Source: an optimization exercise on an open RTL-to-GDS flow (aim: small area). Production flows keep margins and buffers that such runs may drop. Only simulation tests tie the RTL to the original design; equivalence was not proved. Power figures rest on the tool's default switching activity, not on a simulated workload.

## gbr_engine
module gbr_engine (
    input  wire        clk,
    input  wire        rst,
    input  wire        start,
    input  wire [23:0] resume_lin,
    input  wire [8:0]  resume_bank,
    output wire        busy,
    output wire        done,
    output wire [2:0]  err_code,
    output wire [1:0]  err_ctx,
    output wire [2:0]  variant,
    output wire        out_valid,
    output reg  [7:0]  out_data,
    output wire [8:0]  out_bank,
    output wire [15:0] addr,
    output wire        rd_n,
    output wire        wr_n,
    output wire        cs_n,
    output wire        rst_n,
    output wire        xfer_req,
    output wire [23:0] xfer_tx,
    input  wire        xfer_ack,
    input  wire        xfer_fail,
    input  wire [7:0]  xfer_rdata
);
    localparam [2:0] P_IDLE = 3'd0, P_INIT = 3'd1, P_H0 = 3'd2, P_H1 = 3'd3,
                     P_CHK  = 3'd4, P_RD   = 3'd5, P_BS1 = 3'd6, P_BS2 = 3'd7;
    reg  [2:0]  ph;
    reg         dn;          
    reg         fail;        
    reg  [4:0]  c;           
    reg  [23:0] lin;
    reg         cy;          
    reg  [8:0]  bank;
    reg  [2:0]  vr;          
    reg  [3:0]  zr;          
    wire [1:0] st   = c[4:3];
  ...
For scale: roughly 390 cells after synthesis, roughly 59 flip-flops, ~3200 um2 of cells after synthesis.
Settings: LEC_CHECK=0, CAP_MARGIN=20, CORE_MARGIN=2, CORE_UTILIZATION=70, PLACE_DENSITY=0.8, SLEW_MARGIN=20; clock period 10.0 ns.
standard.sh (not shown) runs the stock make flow with config.mk's settings and CLKGATE_MAP_FILE= SYNTH_SCRIPT=/design/flow/synth_recipe.tcl, a recipe that flattens the netlist after the stock synthesis.
==> flow/flow/run.sh <==
#!/bin/bash
# Standard ORFS layout (the standard.sh, with its synthesis script) with:
# - an area-oriented ABC mapping script in synthesis (flow/abc_area_opt.script
#   replaces abc_speed.script in a private copy of the ORFS scripts folder;
#   every other script is ORFS's own, unchanged),
# - adders left as plain logic for ABC (no ADDER_MAP_FILE half/full-adder
#   cells); registers are mapped exactly as in the standard synthesis,
# - port buffers of the smallest buffer cell (every port still gets one),
# - one tie cell per constant level instead of one per port,
# - a clock tree of clkbuf_4 cells without dummy balancing loads.
# standard.sh's output goes to standard_flow.log; ORFS writes each step's
# tool log under orfs/logs/.
set -euo pipefail
here=$(pwd)
rm -rf "$here/orfs_scripts"
cp -r "$FLOW_HOME/scripts" "$here/orfs_scripts"
cp "$here/flow/abc_area_opt.script" "$here/orfs_scripts/abc_speed.script"
export SCRIPTS_DIR="$here/orfs_scripts"
export ADDER_MAP_FILE=
export BUFFER_PORTS_ARGS="-buffer_cell sky130_fd_sc_hd__buf_1"
export SKIP_REPAIR_TIE_FANOUT=1
export CTS_ARGS="-sink_clustering_enable -repair_clock_nets -dont_use_dummy_load -buf_list sky130_fd_sc_hd__clkbuf_4 -root_buf sky130_fd_sc_hd__clkbuf_4 -sink_clustering_size 20 -sink_clustering_max_diameter 100"
bash standard.sh > standard_flow.log 2>&1
==> flow/flow/abc_area_opt.script <==
&get -n
&st
&dch -f
&nf -R 1000 -p -a -F 10 -A 10
&st
&dch -f
&nf -R 1000 -p -a -F 10 -A 10
&put
topo
stime -c
Next try:
==> flow/flow/run.sh (replaced) <==
#!/bin/bash
# Standard ORFS layout (the standard.sh, standard synthesis) with:
# - port buffers of the smallest buffer cell (every port still gets one),
# - one tie cell per constant level instead of one per port,
# - a clock tree of clkbuf_4 cells without dummy balancing loads.
set -euo pipefail
export BUFFER_PORTS_ARGS="-buffer_cell sky130_fd_sc_hd__buf_1"
export SKIP_REPAIR_TIE_FANOUT=1
export CTS_ARGS="-sink_clustering_enable -repair_clock_nets -dont_use_dummy_load -buf_list sky130_fd_sc_hd__clkbuf_4 -root_buf sky130_fd_sc_hd__clkbuf_4 -sink_clustering_size 20 -sink_clustering_max_diameter 100"
bash standard.sh > standard_flow.log 2>&1
removed: flow/flow/abc_area_opt.script
Via count rose by a few percent.
Die area rose by about a fifth.
Fmax rose by a quarter to a third.
Hold slack is better by 49 ps.
Non-clock buffer count is unchanged.
Routed wire length rose by roughly a tenth.
Next try:
--- a/flow/flow/run.sh
+++ b/flow/flow/run.sh
@@ -1,3 +1,6 @@
 #!/bin/bash
-# Standard ORFS layout (the standard.sh, standard synthesis) with:
+# Standard ORFS layout (the standard.sh, with its synthesis script) with:
+# - an area-oriented ABC mapping script in synthesis (flow/abc_area_opt.script
+#   replaces abc_speed.script in a private copy of the ORFS scripts folder;
+#   every other script is ORFS's own, unchanged),
 # - port buffers of the smallest buffer cell (every port still gets one),
@@ -6,2 +9,7 @@
 set -euo pipefail
+here=$(pwd)
+rm -rf "$here/orfs_scripts"
+cp -r "$FLOW_HOME/scripts" "$here/orfs_scripts"
+cp "$here/flow/abc_area_opt.script" "$here/orfs_scripts/abc_speed.script"
+export SCRIPTS_DIR="$here/orfs_scripts"
 export BUFFER_PORTS_ARGS="-buffer_cell sky130_fd_sc_hd__buf_1"
==> flow/flow/abc_area_opt.script (new file) <==
&get -n
&st
&dch -f
&nf -R 1000 -p -a -F 10 -A 10
&st
&dch -f
&nf -R 1000 -p -a -F 10 -A 10
&put
topo
stime -c
Worst setup slack got worse by 360 ps.
Die area went down by a little under a tenth.
Cell count went down by a few percent.
Core utilization went up by 2.0 points.
Global-route usage decreases by 0.39 points.
Via count is lower by a few percent.
First-iteration DRC count is lower by a few percent.
Combinational power hardly moves.
Worst hold slack gains 12 ps.
Total power grows by a few percent.
Next try:
--- a/flow/flow/run.sh
+++ b/flow/flow/run.sh
@@ -5,2 +5,4 @@
 #   every other script is ORFS's own, unchanged),
+# - adders left as plain logic for ABC (no ADDER_MAP_FILE half/full-adder
+#   cells); registers are mapped exactly as in the standard synthesis,
 # - port buffers of the smallest buffer cell (every port still gets one),
@@ -8,2 +10,4 @@
 # - a clock tree of clkbuf_4 cells without dummy balancing loads.
+# standard.sh's output goes to standard_flow.log; ORFS writes each step's
+# tool log under orfs/logs/.
 set -euo pipefail
@@ -14,2 +18,3 @@
 export SCRIPTS_DIR="$here/orfs_scripts"
+export ADDER_MAP_FILE=
 export BUFFER_PORTS_ARGS="-buffer_cell sky130_fd_sc_hd__buf_1"
--- a/flow/config.mk
+++ b/flow/config.mk
@@ -10,2 +10,3 @@
 export CORE_UTILIZATION = 70
+export GPL_TIMING_DRIVEN = 0
 export PLACE_DENSITY = 0.8
What happened:
- The new run finished with timing, DRC and antenna clean
- flip-flop and latch count does not change
- cell area goes down by 2.0%
- synthesized cell count goes down by 3.7%
- wire length fell by 1.6%

gbr_engine, a different RTL version from the one above (not shown whole).
Size: roughly 470 cells after synthesis, roughly 60 flip-flops, roughly 120 I/O pins, about 0.0038 mm2 of cells after synthesis.
clock: 10.0 ns
lec_check: 0
cap_margin: 20
core_margin: 2
core_utilization: 70
place_density: 0.8
slew_margin: 20
==> flow/flow/run.sh <==
#!/bin/bash
# Standard ORFS layout (the standard.sh, standard synthesis), with the
# port buffers that global placement inserts made of the smallest buffer cell.
set -euo pipefail
export BUFFER_PORTS_ARGS="-buffer_cell sky130_fd_sc_hd__buf_1"
bash standard.sh > standard_flow.log 2>&1
Next try:
==> flow/flow/run.sh (replaced) <==
#!/bin/bash
# Standard ORFS layout (the standard.sh, standard synthesis) with:
# - port buffers of the smallest buffer cell (every port still gets one),
# - a clock tree of clkbuf_4 cells without dummy balancing loads.
set -euo pipefail
export BUFFER_PORTS_ARGS="-buffer_cell sky130_fd_sc_hd__buf_1"
export CTS_ARGS="-sink_clustering_enable -repair_clock_nets -dont_use_dummy_load -buf_list sky130_fd_sc_hd__clkbuf_4 -root_buf sky130_fd_sc_hd__clkbuf_4 -sink_clustering_size 20 -sink_clustering_max_diameter 100"
bash standard.sh > standard_flow.log 2>&1
What happened: The changed run ran to the end with no violations. Sequential share of layout area increases by 1.1 points. Synthesized cell count is unchanged. Cell area drops by 3.4%. Via count decreases by 2.5%.

re-timing with driven ports:
The flow's constraints put no driver on any port. The routed layouts listed below were extracted and timed again, unchanged, in two steps.
Step 1 (the two cells are an assumption about what drives the block):
set clk [get_ports {clk}]
set_driving_cell -lib_cell sky130_fd_sc_hd__clkbuf_16 $clk
set_driving_cell -lib_cell sky130_fd_sc_hd__buf_2 [delete_from_list [all_inputs] $clk]
Step 2 also shifts input and output timing later by t, the mid clock arrival at the registers, as if the neighbouring blocks saw the same clock.
Three values: no drivers, after step 1, after step 2; two values: the first two.
run	t, ns	slack for setup (ns)	hold WS [ns]	clock arrival spread, ns
the first run of note 1	0.427	4.527 / 4.502 / 4.502	0.478 / 0.478 / 0.478	0.022 / 0.021
the second run of note 1	0.415	5.586 / 5.557 / 5.898	0.528 / 0.528 / 0.528	0.030 / 0.030
the third run of note 1	0.430	5.228 / 5.201 / 5.288	0.540 / 0.540 / 0.540	0.016 / 0.016
the fourth run of note 1	0.406	4.406 / 4.380 / 4.380	0.483 / 0.483 / 0.483	0.023 / 0.024
the first run of note 2	0.378	5.560 / 5.531 / 5.909	0.524 / 0.524 / 0.524	0.009 / 0.009
the second run of note 2	0.404	5.550 / 5.523 / 5.927	0.523 / 0.523 / 0.523	0.040 / 0.041
After both steps every run listed still meets setup and hold. The setup slack of the fourth run of note 1, which loses most, moves by -0.026 ns with the drivers and by -0.026 ns with both steps.
